This is an optimization exercise on Yosys and OpenROAD, whose aim is small area, not a production implementation.
Where RTL was checked, it was by simulation tests only, not by an equivalence proof against the original.
Power and IR drop assume default switching activity.

==> flow/design.v (excerpt) <==
module ap2_core (
    input  wire        clk,
    input  wire        rst,           
    input  wire        start,         
    input  wire [16:0] image_end,     
    output reg         mem_req,
    output reg         mem_we,
    output wire [15:0] mem_addr,
    output wire [15:0] mem_wdata,
    input  wire [15:0] mem_rdata,
    input  wire        mem_ready,
    output wire        done,          
    output wire [1:0]  stop_reason,   
    output wire [15:0] r0,
    output wire [15:0] r1,
    output wire [15:0] r2,
    output wire [15:0] r3,
    output wire [15:0] r4,
    output wire [15:0] r5,
    output wire [15:0] r6,
    output wire [15:0] r7,
    output wire [15:0] pc_out,
    output wire [15:0] sp_out,
    output wire        flag_c,
    output wire        flag_ov,
    output wire        flag_z,
    output wire        flag_s
);
    localparam [3:0] S_CLR   = 4'd0,
                     S_FETCH = 4'd1,
                     S_HOME  = 4'd2,     
                     S_B     = 4'd4,     
                     S_M     = 4'd5,     
                     S_D     = 4'd6,     
                     S_P     = 4'd7,     
                     S_SHIFT = 4'd8,
                     S_MUL   = 4'd9,
  ...
Size: roughly 940 cells after synthesis, ~210 flip-flops, about 10,000 sq um of cells after synthesis.
clock: 10.0 ns
lec_check: 0
abc_area: 1
cap_margin: 20
core_margin: 2
core_utilization: 45
gpl_timing_driven: 0
slew_margin: 20
standard.sh (not shown) runs the stock make flow with config.mk's settings and CLKGATE_MAP_FILE= SYNTH_SCRIPT=/design/flow/synth_recipe.tcl, a recipe that flattens the netlist after the stock synthesis.
==> flow/flow/run.sh <==
#!/bin/bash
# Layout flow: the standard ORFS flow (standard.sh: the standard
# synthesis, floorplan, power grid, taps, placement, CTS and routing), with
# knobs that ORFS reads from the environment:
#  - port buffers use the smallest buffer cell (buffer_ports -buffer_cell)
#    instead of the 10 um2 delay buffer ORFS picks on its own; every input
#    and output port still gets its own buffer;
#  - CTS builds the clock tree from small clock buffers and adds no dummy
#    load cells.
# standard.sh's full output goes to standard_make.log here; each ORFS step
# keeps its own log under orfs/logs/.
set -euo pipefail
export BUFFER_PORTS_ARGS="-buffer_cell sky130_fd_sc_hd__buf_1"
export CTS_ARGS="-sink_clustering_enable -repair_clock_nets -dont_use_dummy_load -buf_list {sky130_fd_sc_hd__clkbuf_8} -sink_clustering_size 24 -sink_clustering_max_diameter 50"
bash standard.sh > standard_make.log 2>&1
The first run finished clean.
Change:
--- a/flow/flow/run.sh
+++ b/flow/flow/run.sh
@@ -14 +14 @@
-export CTS_ARGS="-sink_clustering_enable -repair_clock_nets -dont_use_dummy_load -buf_list {sky130_fd_sc_hd__clkbuf_8} -sink_clustering_size 24 -sink_clustering_max_diameter 50"
+export CTS_ARGS="-sink_clustering_enable -repair_clock_nets -dont_use_dummy_load -buf_list {sky130_fd_sc_hd__clkbuf_8} -sink_clustering_size 20 -sink_clustering_max_diameter 60"
What happened:
- The changed run finished with timing, DRC and antenna clean
- sequential power is about the same
- non-clock buffer count rose by 1
- flip-flop and latch count stays the same
- setup slack improved by 0.027 ns
- design area decreases by 0.62%
- via count falls by 0.35%
- routed wire length drops by about 0.32%
- worst hold slack gains 0.0037 ns
- clock skew went down by 0.025 ns
- total power is lower by 1.7%
- combinational power barely changes


== run 1 ==
Another version of the RTL of ap2_core (not shown whole).
Size: roughly 930 cells after synthesis.
Design ap2_core, start of the top module:
module ap2_core (
    input  wire        clk,
    input  wire        rst,           
    input  wire        start,         
    input  wire [16:0] image_end,     
    output reg         mem_req,
    output reg         mem_we,
    output wire [15:0] mem_addr,
    output wire [15:0] mem_wdata,
    input  wire [15:0] mem_rdata,
    input  wire        mem_ready,
    output wire        done,          
    output wire [1:0]  stop_reason,   
    output wire [15:0] r0,
    output wire [15:0] r1,
    output wire [15:0] r2,
    output wire [15:0] r3,
    output wire [15:0] r4,
    output wire [15:0] r5,
    output wire [15:0] r6,
    output wire [15:0] r7,
    output wire [15:0] pc_out,
    output wire [15:0] sp_out,
    output wire        flag_c,
    output wire        flag_ov,
    output wire        flag_z,
    output wire        flag_s
);
    localparam [3:0] S_CLR   = 4'd0,
                     S_FETCH = 4'd1,
                     S_B     = 4'd4,     
                     S_M     = 4'd5,     
                     S_D     = 4'd6,     
                     S_P     = 4'd7,     
                     S_SHIFT = 4'd8,
                     S_MUL   = 4'd9,
                     S_IDLE  = 4'd12,
                     S_HALT  = 4'd13,    
                     S_RSVD  = 4'd14,    
                     S_END   = 4'd15;    
    reg [143:0] ring;
    reg [15:0]  T, U, ir;
    reg [3:0]   o;
    reg [3:0]   c;
    reg         fc, fov, fz, fs;
    reg [3:0]   st;
    wire [15:0] S = ring[15:0];
    wire [3:0] cls    = ir[15:12];
    wire       is_c0  = (cls == 4'h0);
    wire       is_jmp = is_c0 && ir[11];
    wire       is_psh = is_c0 && !ir[11] && (ir[1:0] == 2'b01);
    wire       is_pop = is_c0 && !ir[11] && (ir[1:0] == 2'b10);
    wire       is_cmp = is_c0 && !ir[11] && (ir[1:0] == 2'b11);
    wire       is_rsv = is_c0 && !ir[11] && (ir[1:0] == 2'b00) && (ir[10:2] != 9'd0);
    wire       is_mov = (cls == 4'h1);
    wire       is_str = (cls == 4'h2);
    wire       is_ldr = (cls == 4'h3);
    wire       is_add = (cls == 4'h4);
    wire       is_sub = (cls == 4'h5);
    wire       is_mul = (cls == 4'h6);
    wire       is_and = (cls == 4'h7);
    wire       is_orr = (cls == 4'h8);
    wire       is_not = (cls == 4'h9);
  ...
Settings: LEC_CHECK=0, ABC_AREA=1, CAP_MARGIN=20, CORE_MARGIN=2, CORE_UTILIZATION=45, GPL_TIMING_DRIVEN=0, PLACE_DENSITY=0.8, SLEW_MARGIN=20; clock period 10.0 ns.
==> flow/flow/run.sh <==
#!/bin/bash
# Layout flow: the standard ORFS flow (standard.sh: the standard
# synthesis, floorplan, power grid, taps, placement, CTS and routing), with
# knobs that ORFS reads from the environment:
#  - port buffers use the smallest buffer cell (buffer_ports -buffer_cell)
#    instead of the 10 um2 delay buffer ORFS picks on its own; every input
#    and output port still gets its own buffer;
#  - CTS builds the clock tree from small clock buffers and adds no dummy
#    load cells.
# standard.sh's full output goes to standard_make.log here; each ORFS step
# keeps its own log under orfs/logs/.
set -euo pipefail
export BUFFER_PORTS_ARGS="-buffer_cell sky130_fd_sc_hd__buf_1"
export CTS_ARGS="-sink_clustering_enable -repair_clock_nets -dont_use_dummy_load -buf_list {sky130_fd_sc_hd__clkbuf_8} -sink_clustering_size 24 -sink_clustering_max_diameter 50"
bash standard.sh > standard_make.log 2>&1
Relative to run 1, the following input files were edited for run 2:
Settings: CORE_UTILIZATION now 55, was 45; PLACE_DENSITY no longer set, was 0.8.
Results
The quantity of gates resized following cts of run 2 is higher than that of run 1. Power share of the combinational group: higher on run 2. Via count of the first global-routing pass ends up lower on run 2. The power reported for run 2 is smaller than that of run 1 by about 3%.
diff inputs: run 2 => run 3
Settings: CORE_UTILIZATION: 55 -> 45.
--- a/flow/flow/run.sh
+++ b/flow/flow/run.sh
@@ -12,4 +12,4 @@
 set -euo pipefail
 export BUFFER_PORTS_ARGS="-buffer_cell sky130_fd_sc_hd__buf_1"
-export CTS_ARGS="-sink_clustering_enable -repair_clock_nets -dont_use_dummy_load -buf_list {sky130_fd_sc_hd__clkbuf_8} -sink_clustering_size 24 -sink_clustering_max_diameter 50"
+export CTS_ARGS="-sink_clustering_enable -repair_clock_nets -dont_use_dummy_load -buf_list {sky130_fd_sc_hd__clkbuf_8} -sink_clustering_size 30 -sink_clustering_max_diameter 45"
 bash standard.sh > standard_make.log 2>&1
### Flow results
On number of nets at the end of the flow, the higher figure sits with run 3, not run 2.
The worst-case hold slack of run 3 falls short of that of run 2 by 7.1 ps.
In the flow results for run 2 and run 3, the final non-filler cell area is larger on run 3.
Against run 2, worst setup slack in run 3 came out better.
Inputs modified between run 3 and run 4:
Settings: PLACE_DENSITY: unset -> 0.45.
--- a/flow/flow/run.sh
+++ b/flow/flow/run.sh
@@ -12,4 +12,4 @@
 set -euo pipefail
 export BUFFER_PORTS_ARGS="-buffer_cell sky130_fd_sc_hd__buf_1"
-export CTS_ARGS="-sink_clustering_enable -repair_clock_nets -dont_use_dummy_load -buf_list {sky130_fd_sc_hd__clkbuf_8} -sink_clustering_size 30 -sink_clustering_max_diameter 45"
+export CTS_ARGS="-sink_clustering_enable -repair_clock_nets -dont_use_dummy_load -buf_list {sky130_fd_sc_hd__clkbuf_8} -sink_clustering_size 24 -sink_clustering_max_diameter 50"
 bash standard.sh > standard_make.log 2>&1
## What came out
Measured against each other, run 4 and run 3 differ in worst setup slack before clock tree synthesis, the lower figure coming from run 4.
Run 4 vs run 3: total detailed-routing wirelength up slightly
Run 3 → run 4: I/O pin total stayed essentially flat; fraction of area in registers stayed essentially flat; violation count after the first detailed-routing iteration fell by about 18%; global-route wire length before repair rose by about 0.8%.
In the flow results for run 4 and run 3, the power per cell area is larger on run 3.
Routability congestion estimate from global placement of run 4 is on par with run 3.
Summary — via count, run 4 relative to run 3: higher, by 44.
Looking only at worst supply voltage drop on vdd, and setting everything else aside, the higher value of run 4 and run 3 goes to run 3.


## job 101
Another version of the RTL of ap2_core (not shown whole).
For scale: about 940 cells after synthesis, roughly 210 flip-flops, about 10000 um^2 of cells after synthesis.
==> flow/design.v (excerpt) <==
module ap2_core (
    input  wire        clk,
    input  wire        rst,           
    input  wire        start,         
    input  wire [16:0] image_end,     
    output reg         mem_req,
    output reg         mem_we,
    output wire [15:0] mem_addr,
    output wire [15:0] mem_wdata,
    input  wire [15:0] mem_rdata,
    input  wire        mem_ready,
    output wire        done,          
    output wire [1:0]  stop_reason,   
    output wire [15:0] r0,
    output wire [15:0] r1,
    output wire [15:0] r2,
    output wire [15:0] r3,
    output wire [15:0] r4,
    output wire [15:0] r5,
    output wire [15:0] r6,
    output wire [15:0] r7,
    output wire [15:0] pc_out,
    output wire [15:0] sp_out,
    output wire        flag_c,
    output wire        flag_ov,
    output wire        flag_z,
    output wire        flag_s
);
Settings: LEC_CHECK=0, ABC_AREA=1, CAP_MARGIN=20, CORE_MARGIN=2, CORE_UTILIZATION=45, GPL_TIMING_DRIVEN=0, SLEW_MARGIN=20; clock period 10.0 ns.
==> flow/flow/run.sh <==
#!/bin/bash
# Layout flow: the standard ORFS flow (standard.sh: the standard
# synthesis, floorplan, power grid, taps, placement, CTS and routing), with
# knobs that ORFS reads from the environment:
#  - port buffers use the smallest buffer cell (buffer_ports -buffer_cell)
#    instead of the 10 um2 delay buffer ORFS picks on its own; every input
#    and output port still gets its own buffer;
#  - CTS builds the clock tree from small clock buffers and adds no dummy
#    load cells.
# standard.sh's full output goes to standard_make.log here; each ORFS step
# keeps its own log under orfs/logs/.
set -euo pipefail
export BUFFER_PORTS_ARGS="-buffer_cell sky130_fd_sc_hd__buf_1"
export CTS_ARGS="-sink_clustering_enable -repair_clock_nets -dont_use_dummy_load -buf_list {sky130_fd_sc_hd__clkbuf_4} -sink_clustering_size 10 -sink_clustering_max_diameter 30"
bash standard.sh > standard_make.log 2>&1
## Diff of input files: job 102 against job 101
-- flow/flow/run.sh --
<<< job 101, line 12
set -euo pipefail
export BUFFER_PORTS_ARGS="-buffer_cell sky130_fd_sc_hd__buf_1"
export CTS_ARGS="-sink_clustering_enable -repair_clock_nets -dont_use_dummy_load -buf_list {sky130_fd_sc_hd__clkbuf_4} -sink_clustering_size 10 -sink_clustering_max_diameter 30"
bash standard.sh > standard_make.log 2>&1
>>> job 102, line 12
set -euo pipefail
export BUFFER_PORTS_ARGS="-buffer_cell sky130_fd_sc_hd__buf_1"
export CTS_ARGS="-sink_clustering_enable -repair_clock_nets -dont_use_dummy_load -buf_list {sky130_fd_sc_hd__clkbuf_16} -sink_clustering_size 40 -sink_clustering_max_diameter 80"
bash standard.sh > standard_make.log 2>&1
### Flow results
- Taking job 101 as the reference point, the worst relative slew slack of job 102 rises by 1.0 points.
- Job 102 reached the final stage; the timing, design-rule and antenna checks on its layout passed.
- Looking at via count of the routed design, job 102 sits 183 lower than job 101 does.
- Job 101 leaves more setup margin than job 102.
- Going from job 101 to job 102, layout overhead on the synthesized area now sits lower; time the worst path needs with I/O delays and setup now larger; clock-pin transition on the worst setup and hold timing paths up 30 ps; clock share of power rose by 0.2 points; share of layout cells above drive strength 1 fell by 2.5 points.
- Any difference in detail-routed via count per cell between job 101 and job 102 is small enough to ignore.
Modified inputs, job 103 compared to job 102
-- flow/flow/run.sh --
<<< job 102, line 12
set -euo pipefail
export BUFFER_PORTS_ARGS="-buffer_cell sky130_fd_sc_hd__buf_1"
export CTS_ARGS="-sink_clustering_enable -repair_clock_nets -dont_use_dummy_load -buf_list {sky130_fd_sc_hd__clkbuf_16} -sink_clustering_size 40 -sink_clustering_max_diameter 80"
bash standard.sh > standard_make.log 2>&1
>>> job 103, line 12
set -euo pipefail
export BUFFER_PORTS_ARGS="-buffer_cell sky130_fd_sc_hd__buf_1"
export CTS_ARGS="-sink_clustering_enable -repair_clock_nets -dont_use_dummy_load -buf_list {sky130_fd_sc_hd__clkbuf_8} -sink_clustering_size 24 -sink_clustering_max_diameter 50"
bash standard.sh > standard_make.log 2>&1
Notes after the runs:
Result: PASS for each of job 103 and job 102
Job 102 and job 103 ended up with roughly the same number of fill cells in the layout.
Looking at job 103 and job 102, the utilization is a wash.
Re global-route usage: job 103 and job 102 aren't equal, and the higher value belongs to job 103.
Tightest slew margin relative to the limit: job 103 vs job 102 down 1.0 points
[compare] base=job 102 new=job 103: finished layout cell area stayed essentially flat; final-layout non-clock buffer area share stayed essentially flat; number of buffers other than clock buffers in the final layout roughly the same; flip-flop and latch count about even; wire length +0.52%.
Job 103 vs job 102: clock group share of total power down
In job 103 the number of global-route vias before repair turned out about 2.3% higher than in job 102.
No run of this note included a check of the RTL's function; only the layout flow was run.


Another version of the RTL of ap2_core (not shown whole).
For scale: roughly 240 I/O pins, about 0.0097 mm² of cells after synthesis.
export LEC_CHECK = 0
export ABC_AREA = 1
export CAP_MARGIN = 0
export CORE_MARGIN = 2
export CORE_UTILIZATION = 45
export GPL_TIMING_DRIVEN = 0
export SLEW_MARGIN = 0
create_clock -name core_clock -period 10.0 [get_ports {clk}]
==> flow/flow/run.sh <==
#!/bin/bash
# Layout flow: the standard ORFS flow (standard.sh: the standard
# synthesis, floorplan, power grid, taps, placement, CTS and routing), with
# knobs that ORFS reads from the environment:
#  - port buffers use the smallest buffer cell (buffer_ports -buffer_cell)
#    instead of the 10 um2 delay buffer ORFS picks on its own; every input
#    and output port still gets its own buffer;
#  - CTS builds the clock tree from small clock buffers and adds no dummy
#    load cells.
# standard.sh's full output goes to standard_make.log here; each ORFS step
# keeps its own log under orfs/logs/.
set -euo pipefail
export BUFFER_PORTS_ARGS="-buffer_cell sky130_fd_sc_hd__buf_1"
export CTS_ARGS="-sink_clustering_enable -repair_clock_nets -dont_use_dummy_load -buf_list {sky130_fd_sc_hd__clkbuf_8} -sink_clustering_size 24 -sink_clustering_max_diameter 50"
bash standard.sh > standard_make.log 2>&1
Next try:
--- a/flow/flow/run.sh
+++ b/flow/flow/run.sh
@@ -12,4 +12,4 @@
 set -euo pipefail
 export BUFFER_PORTS_ARGS="-buffer_cell sky130_fd_sc_hd__buf_1"
-export CTS_ARGS="-sink_clustering_enable -repair_clock_nets -dont_use_dummy_load -buf_list {sky130_fd_sc_hd__clkbuf_8} -sink_clustering_size 24 -sink_clustering_max_diameter 50"
+export CTS_ARGS="-sink_clustering_enable -repair_clock_nets -dont_use_dummy_load -buf_list {sky130_fd_sc_hd__clkbuf_8} -sink_clustering_size 20 -sink_clustering_max_diameter 40"
 bash standard.sh > standard_make.log 2>&1
--- a/flow/config.mk
+++ b/flow/config.mk
@@ -7,7 +7,7 @@
 export LEC_CHECK = 0
 export ABC_AREA = 1
-export CAP_MARGIN = 0
+export CAP_MARGIN = 20
 export CORE_MARGIN = 2
 export CORE_UTILIZATION = 45
 export GPL_TIMING_DRIVEN = 0
-export SLEW_MARGIN = 0
+export SLEW_MARGIN = 20
After rerunning: The changed run produced a clean layout. Worst setup slack is better by 0.056 ns. Final area increases by 0.73%. Clock-buffer cell count increases by 7.
Next try:
--- a/flow/flow/run.sh
+++ b/flow/flow/run.sh
@@ -12,4 +12,4 @@
 set -euo pipefail
 export BUFFER_PORTS_ARGS="-buffer_cell sky130_fd_sc_hd__buf_1"
-export CTS_ARGS="-sink_clustering_enable -repair_clock_nets -dont_use_dummy_load -buf_list {sky130_fd_sc_hd__clkbuf_8} -sink_clustering_size 20 -sink_clustering_max_diameter 40"
+export CTS_ARGS="-sink_clustering_enable -repair_clock_nets -dont_use_dummy_load -buf_list {sky130_fd_sc_hd__clkbuf_4 sky130_fd_sc_hd__clkbuf_8} -sink_clustering_size 16 -sink_clustering_max_diameter 40"
 bash standard.sh > standard_make.log 2>&1
After rerunning: Register-to-register slack hardly moves. Utilization does not change. Wire length does not change. Area after synthesis is unchanged. Final area does not change.
Next try:
--- a/flow/flow/run.sh
+++ b/flow/flow/run.sh
@@ -12,4 +12,4 @@
 set -euo pipefail
 export BUFFER_PORTS_ARGS="-buffer_cell sky130_fd_sc_hd__buf_1"
-export CTS_ARGS="-sink_clustering_enable -repair_clock_nets -dont_use_dummy_load -buf_list {sky130_fd_sc_hd__clkbuf_4 sky130_fd_sc_hd__clkbuf_8} -sink_clustering_size 16 -sink_clustering_max_diameter 40"
+export CTS_ARGS="-sink_clustering_enable -repair_clock_nets -dont_use_dummy_load -buf_list {sky130_fd_sc_hd__clkbuf_8} -sink_clustering_size 24 -sink_clustering_max_diameter 50"
 bash standard.sh > standard_make.log 2>&1
Effect: The changed run finished with timing, DRC and antenna clean; clock power falls by 11%; total power went down by 1.6%; utilization fell by 0.35 points; routed wire length is about the same; worst setup slack is worse by 0.048 ns; register-to-register slack loses 0.05 ns; global-route usage hardly moves; final cell count shrinks by 0.35%; maximum frequency shrinks by 0.50%.

==> separate check: timing with driven ports <==
Ports are ideal in the flow. The routed layouts listed here were re-timed in OpenROAD. Step 1 (the two cells are an assumption about what drives the block):
set clk [get_ports {clk}]
set_driving_cell -lib_cell sky130_fd_sc_hd__clkbuf_16 $clk
set_driving_cell -lib_cell sky130_fd_sc_hd__buf_2 [delete_from_list [all_inputs] $clk]
Step 2, shift: input delay + t, output delay - t, t = (earliest + latest rising clock arrival at the registers) / 2. This alone moves slack from input paths to output paths. a / b / c = ideal / step 1 / step 2; a / b = the first two.
| run | shift t [ns] | slack for setup (ns) | slew at the worst register clock pin (ns) | worst data-port slew with drivers (ns) | pins driven straight from the clock port |
|---|---|---|---|---|---|
| the first run of note 1 | 0.575 | 0.406 / 0.406 / 0.406 | 0.11 / 0.11 | 0.08 | 1 |
| the second run of note 1 | 0.549 | 0.434 / 0.434 / 0.434 | 0.12 / 0.12 | 0.07 | 1 |
| run 1 | 0.581 | 0.415 / 0.415 / 0.113 | 0.09 / 0.09 | 0.07 | 1 |
| run 2 | 0.568 | 0.303 / 0.303 / 0.161 | 0.12 / 0.12 | 0.06 | 1 |
| run 3 | 0.605 | 0.388 / 0.388 / 0.249 | 0.10 / 0.10 | 0.08 | 1 |
| run 4 | 0.586 | 0.407 / 0.407 / 0.195 | 0.10 / 0.10 | 0.06 | 1 |
| job 101 | 0.671 | 0.376 / 0.376 / 0.207 | 0.11 / 0.11 | 0.06 | 1 |
| job 102 | 0.510 | 0.360 / 0.360 / 0.221 | 0.12 / 0.12 | 0.06 | 1 |
| job 103 | 0.578 | 0.416 / 0.416 / 0.237 | 0.12 / 0.12 | 0.06 | 1 |
| the first run of note 4 | 0.584 | 0.350 / 0.350 / 0.201 | 0.12 / 0.12 | 0.09 | 1 |
| the second run of note 4 | 0.601 | 0.406 / 0.406 / 0.178 | 0.09 / 0.09 | 0.10 | 1 |
| the third run of note 4 | 0.601 | 0.406 / 0.406 / 0.178 | 0.09 / 0.09 | 0.10 | 1 |
| the fourth run of note 4 | 0.591 | 0.358 / 0.358 / 0.166 | 0.12 / 0.12 | 0.10 | 1 |
After both steps every run listed still meets setup and hold. The setup slack of run 1, which loses most, moves by 0.000 ns with the drivers and by -0.302 ns with both steps.
